Source: an optimization exercise on an open RTL-to-GDS flow (aim: small area, a short achievable clock period and few clock cycles). Production flows keep margins and buffers that such runs may drop. Only simulation tests tie the RTL to the original design; equivalence was not proved. Power and IR drop assume default switching activity.

==> design/flow/design.v <==
module fww_macro_cpu (
    input  wire        clk,
    input  wire        rst,           
    input  wire        start,         
    input  wire [11:0] start_pc,
    input  wire        ext_allowed,   
    output wire        busy,
    output wire        done,
    output wire [2:0]  status_code,
    output wire [15:0] status_info,
    output wire [15:0] acc,
    output wire [15:0] pc,
    output wire [15:0] ir,
    output reg         mem_req,
    output reg         mem_we,
    output reg  [11:0] mem_addr,
    output reg  [15:0] mem_wdata,
    input  wire        mem_ack,
    input  wire [15:0] mem_rdata
);
    localparam [3:0] S_IDLE    = 4'd0,
                     S_DONE    = 4'd1,
                     S_FETCH   = 4'd2,    
                     S_DECODE  = 4'd3,    
                     S_OPREAD  = 4'd4,    
                     S_WRITE   = 4'd5,    
                     S_READ2   = 4'd6,    
                     S_NEXT    = 4'd7,    
                     S_MUL     = 4'd8,
                     S_DIV     = 4'd9,
                     S_NEXTMD  = 4'd10,   
                     S_REFETCH = 4'd11;   
    localparam [2:0] ST_RUNNING = 3'd0,
                     ST_HALTED  = 3'd1,
                     ST_DIVZERO = 3'd2,
                     ST_EXTDIS  = 3'd3,
                     ST_ADDROOR = 3'd4;
    localparam [3:0] OP_LOAD = 4'd1,  OP_STORE = 4'd2,
                     OP_ADD = 4'd3,  OP_SUB = 4'd4,   OP_MUL = 4'd5,
                     OP_DIV = 4'd6,  OP_JUMP = 4'd7,  OP_JZ = 4'd8,
                     OP_JN = 4'd9,   OP_JSUB = 4'd10, OP_RET = 4'd11,
                     OP_LOADI = 4'd12, OP_LOADID = 4'd13;
    reg [3:0]  state;
    reg [15:0] acc_r, pc_r, ir_r;
    reg [15:0] v_r;             
    reg [2:0]  st_code;
    reg        ext_r;
    reg        neg_r;           
    reg [3:0]  cnt;
    wire [3:0]  opcode  = ir_r[15:12];
    wire [11:0] operand = ir_r[11:0];
    wire [15:0] pc_inc  = pc_r + 16'd1;
    wire        pc_last = (pc_r[11:0] == 12'hfff);    
    wire op_read  = (opcode == OP_LOAD) || (opcode == OP_ADD) || (opcode == OP_SUB) ||
                    (opcode == OP_MUL) || (opcode == OP_DIV) || (opcode == OP_RET) ||
                    (opcode == OP_LOADID);
    wire op_write = (opcode == OP_STORE) || (opcode == OP_JSUB);
    wire op_ext   = (opcode == OP_LOADI) || (opcode == OP_LOADID);
    wire taken    = (opcode == OP_JUMP) ||
                    ((opcode == OP_JZ) && (acc_r == 16'd0)) ||
                    ((opcode == OP_JN) && acc_r[15]);
    wire rdata_zero = (mem_rdata == 16'd0);
    reg         x_acc, x_inv, x_sh, y_en, y_inv, cin;
    wire [15:0] add_x = x_acc ? (acc_r ^ {16{x_inv}}) :
                        (x_sh ? {ir_r[14:0], acc_r[15]} : ir_r);
    wire [15:0] add_y = (v_r ^ {16{y_inv}}) & {16{y_en}};
    wire [16:0] add_s = {1'b0, add_x} + {1'b0, add_y} + {16'd0, cin};
    always @(*) begin
        x_acc = 1'b1; x_inv = 1'b0; x_sh = 1'b0;
        y_en  = 1'b1; y_inv = 1'b0; cin = 1'b0;
        case (state)
            S_NEXT: begin
                y_inv = (opcode == OP_SUB);
                cin   = (opcode == OP_SUB);
            end
            S_NEXTMD, S_OPREAD: begin    
                x_inv = 1'b1; y_en = 1'b0; cin = 1'b1;
            end
            S_MUL: begin
                x_acc = 1'b0; y_en = acc_r[0];
            end
            default: begin               
                x_acc = 1'b0; x_sh = 1'b1;
                y_inv = ~v_r[15]; cin = ~v_r[15];
            end
        endcase
    end
    assign busy        = (state != S_IDLE) && (state != S_DONE);
    assign done        = (state == S_DONE);
    assign status_code = st_code;
    assign status_info = (st_code == ST_DIVZERO) ? {4'd0, operand} :
                         (st_code == ST_EXTDIS)  ? {12'd0, opcode} :
                         ((st_code == ST_ADDROOR) && (pc_r[15:12] == 4'd0)) ? v_r :
                         pc_r;
    assign acc         = acc_r;
    assign pc          = pc_r;
    assign ir          = ir_r;
    always @(*) begin
        mem_req   = 1'b0;
        mem_we    = 1'b0;
        mem_addr  = operand;
        mem_wdata = (opcode == OP_JSUB) ? pc_inc : acc_r;
        case (state)
            S_FETCH, S_REFETCH: begin
                mem_req  = (pc_r[15:12] == 4'd0);
                mem_addr = pc_r[11:0];
            end
            S_DECODE: begin
                if (op_read) begin
                    mem_req = ~(op_ext & ~ext_r);
                end else if (op_write) begin
                    mem_req = 1'b1;
                    mem_we  = 1'b1;
                end else if (taken) begin
                    mem_req = 1'b1;
                end else begin
                    mem_req  = ~pc_last & ~((opcode == OP_LOADI) & ~ext_r);
                    mem_addr = pc_inc[11:0];
                end
            end
            S_OPREAD: begin
                mem_req  = 1'b1;
            end
            S_WRITE: begin
                mem_req  = 1'b1;
                mem_we   = 1'b1;
            end
            S_READ2: begin
                mem_req  = 1'b1;
                mem_addr = v_r[11:0];
            end
            S_NEXT, S_NEXTMD: begin
                mem_req  = ~pc_last;
                mem_addr = pc_inc[11:0];
            end
            default: ;
        endcase
    end
    always @(posedge clk) begin
        if (rst) begin
            state   <= S_IDLE;
            acc_r   <= 16'd0;
            pc_r    <= 16'd0;
            ir_r    <= 16'd0;
            v_r     <= 16'd0;
            st_code <= ST_RUNNING;
            ext_r   <= 1'b0;
            neg_r   <= 1'b0;
            cnt     <= 4'd0;
        end else begin
            case (state)
                S_IDLE, S_DONE: begin
                    if (start) begin
                        acc_r   <= 16'd0;
                        ir_r    <= 16'd0;
                        pc_r    <= {4'd0, start_pc};
                        ext_r   <= ext_allowed;
                        st_code <= ST_RUNNING;
                        state   <= S_FETCH;
                    end
                end
                S_FETCH: begin
                    if (pc_r[15:12] != 4'd0) begin
                        st_code <= ST_ADDROOR;
                        state   <= S_DONE;
                    end else if (mem_ack) begin
                        ir_r <= mem_rdata;
                        if (rdata_zero) begin
                            st_code <= ST_HALTED;
                            state   <= S_DONE;
                        end else begin
                            state <= S_DECODE;
                        end
                    end
                end
                S_DECODE: begin
                    if (op_ext && !ext_r) begin
                        st_code <= ST_EXTDIS;
                        state   <= S_DONE;
                    end else if (op_read) begin
                        state <= S_OPREAD;
                    end else if (op_write) begin
                        state <= S_WRITE;
                    end else begin
                        if (opcode == OP_LOADI)
                            acc_r <= {4'd0, operand};
                        pc_r  <= taken ? {4'd0, operand} : pc_inc;
                        state <= S_FETCH;
                    end
                end
                S_OPREAD: begin
                    if (mem_ack) begin
                        v_r   <= mem_rdata;
                        neg_r <= 1'b0;
                        state <= S_NEXT;
                        case (opcode)
                            OP_MUL: begin
                                ir_r  <= 16'd0;
                                state <= S_MUL;
                            end
                            OP_DIV: begin
                                if (rdata_zero) begin
                                    st_code <= ST_DIVZERO;
                                    state   <= S_DONE;
                                end else begin
                                    ir_r  <= 16'd0;
                                    neg_r <= acc_r[15] ^ mem_rdata[15];
                                    if (acc_r[15])
                                        acc_r <= add_s[15:0];
                                    cnt   <= 4'd15;
                                    state <= S_DIV;
                                end
                            end
                            OP_RET: begin
                                pc_r  <= mem_rdata;
                                state <= S_FETCH;
                            end
                            OP_LOADID: begin
                                if (mem_rdata[15:12] != 4'd0) begin
                                    st_code <= ST_ADDROOR;
                                    state   <= S_DONE;
                                end else begin
                                    state <= S_READ2;
                                end
                            end
                            default: ;
                        endcase
                    end
                end
                S_WRITE: begin
                    if (mem_ack) begin
                        if (opcode == OP_JSUB)
                            pc_r <= {4'd0, operand};
                        state <= S_NEXT;
                    end
                end
                S_READ2: begin
                    if (mem_ack) begin
                        v_r   <= mem_rdata;
                        state <= S_NEXT;
                    end
                end
                S_NEXT: begin
                    case (opcode)
                        OP_LOAD, OP_LOADID: acc_r <= v_r;
                        OP_ADD, OP_SUB:     acc_r <= add_s[15:0];
                        default: ;
                    endcase
                    pc_r  <= pc_inc;
                    state <= S_FETCH;
                end
                S_MUL: begin
                    if (acc_r[15:1] == 15'd0) begin
                        acc_r <= add_s[15:0];
                        state <= S_NEXTMD;
                    end else begin
                        ir_r  <= add_s[15:0];
                        acc_r <= {1'b0, acc_r[15:1]};
                        v_r   <= {v_r[14:0], 1'b0};
                    end
                end
                S_DIV: begin
                    if (add_s[16]) begin
                        ir_r  <= add_s[15:0];
                        acc_r <= {acc_r[14:0], 1'b1};
                    end else begin
                        ir_r  <= {ir_r[14:0], acc_r[15]};
                        acc_r <= {acc_r[14:0], 1'b0};
                    end
                    cnt <= cnt - 4'd1;
                    if (cnt == 4'd0)
                        state <= S_NEXTMD;
                end
                S_NEXTMD: begin
                    if (neg_r)
                        acc_r <= add_s[15:0];
                    if (pc_last) begin
                        state <= S_REFETCH;
                    end else begin
                        pc_r  <= pc_inc;
                        state <= S_FETCH;
                    end
                end
                S_REFETCH: begin
                    if (mem_ack) begin
                        ir_r  <= mem_rdata;
                        state <= S_NEXT;
                    end
                end
                default: state <= S_IDLE;
            endcase
        end
    end
endmodule
==> design/flow/run.sh <==
#!/bin/bash
# synth_recipe.tcl (not shown) runs the flow's synth.tcl, then flattens the netlist and writes it again
# the make line also repeats each setting of config.mk as NAME=value (left out here)
make -C /OpenROAD-flow-scripts/flow DESIGN_CONFIG=/design/flow/config.mk WORK_HOME=/design/flow/orfs CLKGATE_MAP_FILE= SYNTH_SCRIPT=/design/flow/synth_recipe.tcl finish
==> design/flow/config.mk <==
export PLATFORM = sky130hd
export DESIGN_NAME = fww_macro_cpu
export DESIGN_NICKNAME = fww_macro_cpu
export VERILOG_FILES = /design/flow/design.v
export SDC_FILE = /design/flow/constraint.sdc
export NUM_CORES = 4
export LEC_CHECK = 0
export CAP_MARGIN = 20
export CORE_MARGIN = 2
export CORE_UTILIZATION = 40
export SLEW_MARGIN = 20
==> design/flow/constraint.sdc <==
create_clock -name core_clock -period 8.0 [get_ports {clk}]
set_input_delay 1.6000 -clock core_clock [delete_from_list [all_inputs] [get_ports {clk}]]
set_output_delay 1.6000 -clock core_clock [all_outputs]
set_load 0.01 [all_outputs]
==> results.toml, run 1 <==
[status]
status = "no timing/DRC/antenna violations"

[power]
power_density_nw_per_um2 = 435
irDropWorstVdd_mv = 0.201
power_leakage_nw = 3.43

[grt]
grt_pass1_wl_um = 57400
grtUsageMet3_pct = 5.58
grt_max_degree = 56
busiest_layer = "met2"
antenna_found_initial = 0
grt_util_all_layers_pct = 34.7
grt_use_met2_pct = 53.9
use_met1_pct = 46.2
grt_pass1_vias = 9215
grt.overflow.total = 0

[critical_path]
path_class = "flip-flop to flip-flop"
required_ns = 8.28
crit_fanout = 38
end_kind = "flip-flop"
startpoint_type = "flip-flop"
worstPathArrival_ns = 5.97

[synthesis]
synth_cell_types = 67
synth_seq_cells = 77
synthFlopType = "dfxtp_1"
seq_area_frac_synth_pct = 19.2
synth_edf_count = 0
syn_inst = 1215
syn-mean-instance-area_um2 = 6.61
async_reset_ff_share_pct = 0
synthesis.area_um2 = 8030
syn_nets = 1267
synth_area_leaders = "dfxtp_1 19%, a21oi_1 9.3%, nor2_1 7.7%"
synth.most_common_cell = "nor2_1"
netlist.area_leader.share_pct = 19.2
yosysTopAreaCell = "dfxtp_1"
synth_common_cells = "164 x nor2_1, 149 x a21oi_1, 130 x nand2_1"
yosys_warnings = 1

[timing]
fin_tns_setup_ns = 0
slew_headroom_pct = 26.0
hold_violations = 0
finalCritPeriodShare_pct = 71.2
skew_ns = 0.0113
slew_viol_final = 0
setup_viol = 0
tightest_slew_ns = 1.11
worst_slack_ns = 2.31
period_minus_slack_ns = 5.69
rsz0062_at_grt = "false"
fmax_mhz = 176

[placed_design]
dpl.hpwl_um = 28000
port_buffers = 131
dp_cells = 1520
place_ws_ns = 2.49
place_congestion = 0.979
post_dp_cell_area_um2 = 9420

[drt]
vias = 10100
drcViolationCount = 0
avgRoutedWirePerCell_um = 25.1
routed_via_density = 6.59
first_pass_iters = 8
drt-total-wl_um = 38500
drt_iter0_markers = 1459
ant_nets = 0

[die]
io_pins = 132
die_h_um = 146
dieArea_um2 = 21200
initial_core_util_pct = 41.0
coreArea_um2 = 19600
die_w_um = 146
rows = 51

[finish]
nets = 1319
fin_util_pct = 50.0
diodes = 0
multi_input_area_um2 = 5930
final_area_um2 = 9790
regArea_um2 = 1540
fill_cells = 2000
drive_above_1_share_pct = 4.87
syn_to_final_growth_pct = 21.9
final_cells = 1537

[clock_tree]
path_clk_slew_ns = 0.07
root_buffer = "clkbuf_16"
cts_tree = "yes"
cts.path.max_buffers = 2
cts_setup_buffers = 0
numCtsBuffers = 9
cts.sinks = 77
holdBufCountCts = 0
cts.repair.resized = 0
htreeDepth = 3
clock_latency_ns = 0.36

[min_path]
hold_path.class = "flip-flop to flip-flop"

[job]
drv_cap = 0
[report_power, final]
part | leakage, nW | switching, mW | total [mW] | internal (mW)
clock network | 0.175 | 0.197 | 0.514 | 0.317
logic | 2.62 | 1.81 | 3.05 | 1.24
registers | 0.628 | 0.226 | 0.691 | 0.465
[cells by family (layout without fill, tap and decap cells)]
| logic type | after synthesis | after routing | share of synthesized area [%] |
|---|---|---|---|
| AOI/OAI and AO/OA | 469 | 469 | 38.3 |
| xor gates and xnor gates | 42 | 42 | 4.58 |
| adders and majority gates | 19 | 19 | 3.15 |
| buffers and inverters | 152 | 209 | 7.26 |
| DFF | 77 | 77 | 19.2 |
| muxes | 20 | 20 | 2.56 |
| and+or+nand+nor | 436 | 436 | 25.0 |
[critical path, stage by stage, from the launching register on]
cell	delay, ns
dfxtp_2	0.71
buf_4	0.47
and2_1	0.38
nand2_1	0.28
nor3_1	0.45
a21oi_2	0.27
xnor2_1	0.24
nand2b_1	0.10
fa_1	0.42
inv_1	0.08
fa_1	0.22
a211oi_1	0.11
o21ai_0	0.33
nand4_1	0.28
a2111oi_0	0.61
o21ba_2	0.45
nand2_1	0.10
o211ai_1	0.09
[cell type report]
type / count / share of cell area [%]
tap: 265 / 3.39
inverter: 40 / 1.53
timing repair buffer: 153 / 15.0
sequential: 77 / 15.8
clock inverter: 6 / 1.21
clock buffer: 10 / 2.44
multi-input combinational: 986 / 60.6
[through the flow]
step / hold WS [ns] / total power, mW
final: 0.488 / 4.25
after global routing: 0.522 / 4.54
after CTS: 0.487 / 4.18
after detailed placement: 0.475 / 3.66
after global placement: 0.474 / 3.66
after floorplan: 0.450 / 2.66
[cell usage in the layout (no fill, tap or decap), drive strengths merged, types with 6 or more instances in the layout]
master	count
a21o	8
o22ai	14
and3	6
mux2i	16
a31oi	22
clkdlybuf4s50	130
xnor2	31
nand2	130
dfxtp	77
o211ai	6
a311oi	12
o21ai	89
nor2	165
clkbuf	10
a211oi	26
o31a	6
nor3	17
nand4	6
xor2	11
o221ai	8
ha	17
a2bb2oi	6
nor2b	15
a222oi	26
a21oi	149
o21a	9
or3	7
and2	10
nand2b	23
a221oi	15
nor4	9
nand3	21
nand3b	6
a2111oi	7
buf	23
inv	41
a22oi	25
[layer usage]
layer | share of wire [%] | routed length, um | vias up
li1 | - | - | 4577
met2 | 44 | 17000 | 712
met4 | 5.9 | 2260 | 0
met3 | 10 | 3960 | 148
met5 | 0 | 0 | -
met1 | 40 | 15400 | 4694
[final timing paths]
| check | to | slack, ns | startpoint | cells past startpoint |
|---|---|---|---|---|
| hold / removal | neg_r | 0.49 | neg_r | 2 |
| setup reg to reg | ir_r[15] | 2.31 | state[1] | 17 |
| hold reg to reg | neg_r | 0.49 | neg_r | 2 |
| setup / recovery | ir_r[15] | 2.31 | state[1] | 17 |
[registers in the layout, indices dropped and copies added (netlist names)]
register / cells
cnt: 4
pc_r: 16
ir_r: 16
neg_r: 1
v_r: 16
acc_r: 16
state: 4
st_code: 3
ext_r: 1
Testbench counts, summed over its fixed seeds: cycles 308,023.
==> run 2, diff against run 1 <==
--- a/design/flow/config.mk
+++ b/design/flow/config.mk
@@ -6,6 +6,8 @@
 export NUM_CORES = 4
 export LEC_CHECK = 0
+export ABC_CLOCK_PERIOD_IN_PS = 3000
 export CAP_MARGIN = 20
 export CORE_MARGIN = 2
 export CORE_UTILIZATION = 40
+export SETUP_SLACK_MARGIN = 4
 export SLEW_MARGIN = 20
==> run 2 against run 1 <==
- clock-buffer cell count shrank 1
- power grew 11%
- sequential cell count is the same
- register-to-register slack gained 1.8 ns
- die area is the same
==> results.toml, run 2 <==
[status]
status = "no timing/DRC/antenna violations"

[die]
io_pins = 132
rows = 51
die_w_um = 146
coreArea_um2 = 19600
die_h_um = 146
dieArea_um2 = 21200
initial_core_util_pct = 41.0

[grt]
grt.overflow.total = 0
grt_pass1_wl_um = 61300
grt_max_degree = 53
antenna_found_initial = 0
grt_util_all_layers_pct = 37.3
grt_pass1_vias = 9781

[drt]
drt_iter0_markers = 1653
drt-total-wl_um = 42400
ant_nets = 0
first_pass_iters = 9
routed_via_density = 6.77
drcViolationCount = 0
vias = 10900
avgRoutedWirePerCell_um = 26.3

[critical_path]
cp_cell_sequence = "nor4_4 > nand4_1 > buf_4 > o31a_4 > buf_12 > nand2_8 > buf_6 > o21ai_1 > a2bb2oi_2 > buf_2"
cp.buffers_inverters = 4
path_class = "flip-flop to primary output"
end_kind = "primary output"
critPathTopFamily = "buffers and inverters"
crit_path_max_incr_delay_ns = 0.37
required_ns = 6.40
startpoint_type = "flip-flop"
r2r-start = "ir_r[14]"
crit_fanout = 6
worstPathArrival_ns = 2.60
crit_path_start = "acc_r[11]"
crit_slowest_cell = "dfxtp_4"

[placed_design]
dp_cells = 1521
dpl.hpwl_um = 28400
port_buffers = 131
place_congestion = 0.945
post_dp_cell_area_um2 = 9480

[timing]
skew_ns = 0.0120
slew_viol_final = 0
slew_headroom_pct = 21.8
hold_violations = 0
fmax_mhz = 238
rsz0062_at_grt = "true"
tightest_slew_ns = 1.16
period_minus_slack_ns = 4.20
finalCritPeriodShare_pct = 52.5
setup_viol = 0
fin_tns_setup_ns = 0

[finish]
final_area_um2 = 11300
syn_to_final_growth_pct = 41.1
final_cell_mix = "153 x nor2_1, 142 x a21oi_1, 120 x nand2_1, 90 x clkdlybuf4s50_1, 76 x o21ai_0"
nets = 1394
fill_cells = 1883
fin_util_pct = 57.9
drive_above_1_share_pct = 20.7
final_cells = 1613
layout_commonest_cell = "nor2_1"

[synthesis]
syn_inst = 1215
yosysTopAreaCell = "dfxtp_1"
netlist.area_leader.share_pct = 19.2
synth_common_cells = "164 x nor2_1, 149 x a21oi_1, 130 x nand2_1"
synthFlopType = "dfxtp_1"
synth_cell_types = 67
syn-mean-instance-area_um2 = 6.61
syn_nets = 1267
synth.most_common_cell = "nor2_1"
yosys_warnings = 1
synthesis.area_um2 = 8030
synth_seq_cells = 77
synth_edf_count = 0
synth_area_leaders = "dfxtp_1 19%, a21oi_1 9.3%, nor2_1 7.7%"
async_reset_ff_share_pct = 0
seq_area_frac_synth_pct = 19.2

[power]
power_leakage_nw = 4.32
irDropWorstVdd_mv = 0.227
power_density_nw_per_um2 = 417
total_power_mw = 4.73

[job]
drv_cap = 0

[clock_tree]
path_clk_slew_ns = 0.07
numCtsBuffers = 9
cts_tree = "yes"
clock_latency_ns = 0.36
holdBufCountCts = 0
cts.sinks = 77
root_buffer = "clkbuf_16"
htreeDepth = 3
cts.path.max_buffers = 2

[min_path]
holdCritStartpoint = "cnt[3]"
hold_path.class = "flip-flop to flip-flop"
==> run 2: cell counts after synthesis <==
No cell type changed its count.
==> run 2: logic make-up after synthesis <==
family | share of synthesized area (%)
simple gates | 25.0
flops | 19.2
xor+xnor | 4.58
buf+inv | 7.26
mux | 2.56
fa+ha+maj | 3.15
compound gates | 38.3
==> run 2: area by class of cell <==
class / instances / area (um2) / area share, %
clock buffer: 9 / 225 / 1.99
sequential: 77 / 1630 / 14.4
tap: 265 / 332 / 2.93
timing repair buffer: 226 / 2290 / 20.2
antenna: 1 / 2.50 / 0.0221
clock inverter: 7 / 75.1 / 0.662
multi-input combinational: 988 / 6620 / 58.4
inverter: 40 / 158 / 1.39
==> run 2: worst paths after layout <==
path	slack, ns	end	cells past startpoint
max reg2reg	4.14	acc_r[15]	15
min reg2reg	0.50	cnt[3]	1
max	3.80	mem_addr[6]	10
min	0.50	cnt[3]	1
==> run 2: timing repair <==
action / 4_1_cts / 5_1_grt
pin swaps: 29 / 32
setup endpoints to repair: 81 / 66
gates cloned: 5 / 5
gates resized for setup: 220 / 94
setup buffers: 44 / 21
==> run 2: where the power goes <==
group	switching, mW	internal, mW	leakage (nW)
registers	0.230	0.483	0.646
logic	2.08	1.49	3.54
clock network	0.197	0.243	0.138
total	2.51	2.22	4.32
==> run 2: through the flow <==
| stage | hold WS [ns] | setup WS (ns) |
|---|---|---|
| final | 0.496 | 3.80 |
| after global routing | 0.508 | 3.77 |
| after CTS | 0.485 | 3.87 |
| after detailed placement | 0.473 | 2.26 |
| after global placement | 0.474 | 2.42 |
| after floorplan | 0.450 | 4.01 |
==> run 2: metal layers <==
layer | share of wire (%) | track usage, % | up-vias
met5 | 0 | 0 | -
met4 | 6.7 | 20.2 | 0
met3 | 12 | 8.15 | 201
met2 | 43 | 57.1 | 881
met1 | 38 | 48.9 | 5072
li1 | - | - | 4759
==> run 2: worst reg2reg max path: stages (launching register included) <==
cell	delay (ns)
dfxtp_2	0.38
buf_12	0.16
or3b_4	0.44
nor3_4	0.21
a21oi_4	0.07
buf_4	0.23
xnor2_1	0.16
nor2_1	0.20
ha_1	0.27
nor2b_1	0.14
o31a_1	0.31
o211a_1	0.30
o31a_1	0.31
xor2_1	0.23
nand2_1	0.09
a221oi_1	0.27

## port drivers added, routing unchanged
In the flow no input, the clock included, has a driving cell. The finished layouts below were timed again as built, in two steps. Step 1 (the two cells are an assumption about what drives the block):
set clk [get_ports {clk}]
set_driving_cell -lib_cell sky130_fd_sc_hd__clkbuf_16 $clk
set_driving_cell -lib_cell sky130_fd_sc_hd__buf_2 [delete_from_list [all_inputs] $clk]
Step 2 also shifts input and output timing later by t, the mid clock arrival at the registers, as if the neighbouring blocks saw the same clock. Three values: ideal, step 1, step 2; two values: the first two.
run	shift t [ns]	slack for setup (ns)	hold slack, ns	latest minus earliest clock arrival (ns)
run 1	0.399	2.307 / 2.307 / 2.307	0.488 / 0.488 / 0.488	0.012 / 0.011
run 2	0.403	3.803 / 3.756 / 3.592	0.496 / 0.496 / 0.496	0.013 / 0.012
After both steps every run listed still meets setup and hold. For run 2, which loses most, drivers alone change the setup slack by -0.047 ns; drivers and shift together by -0.211 ns.
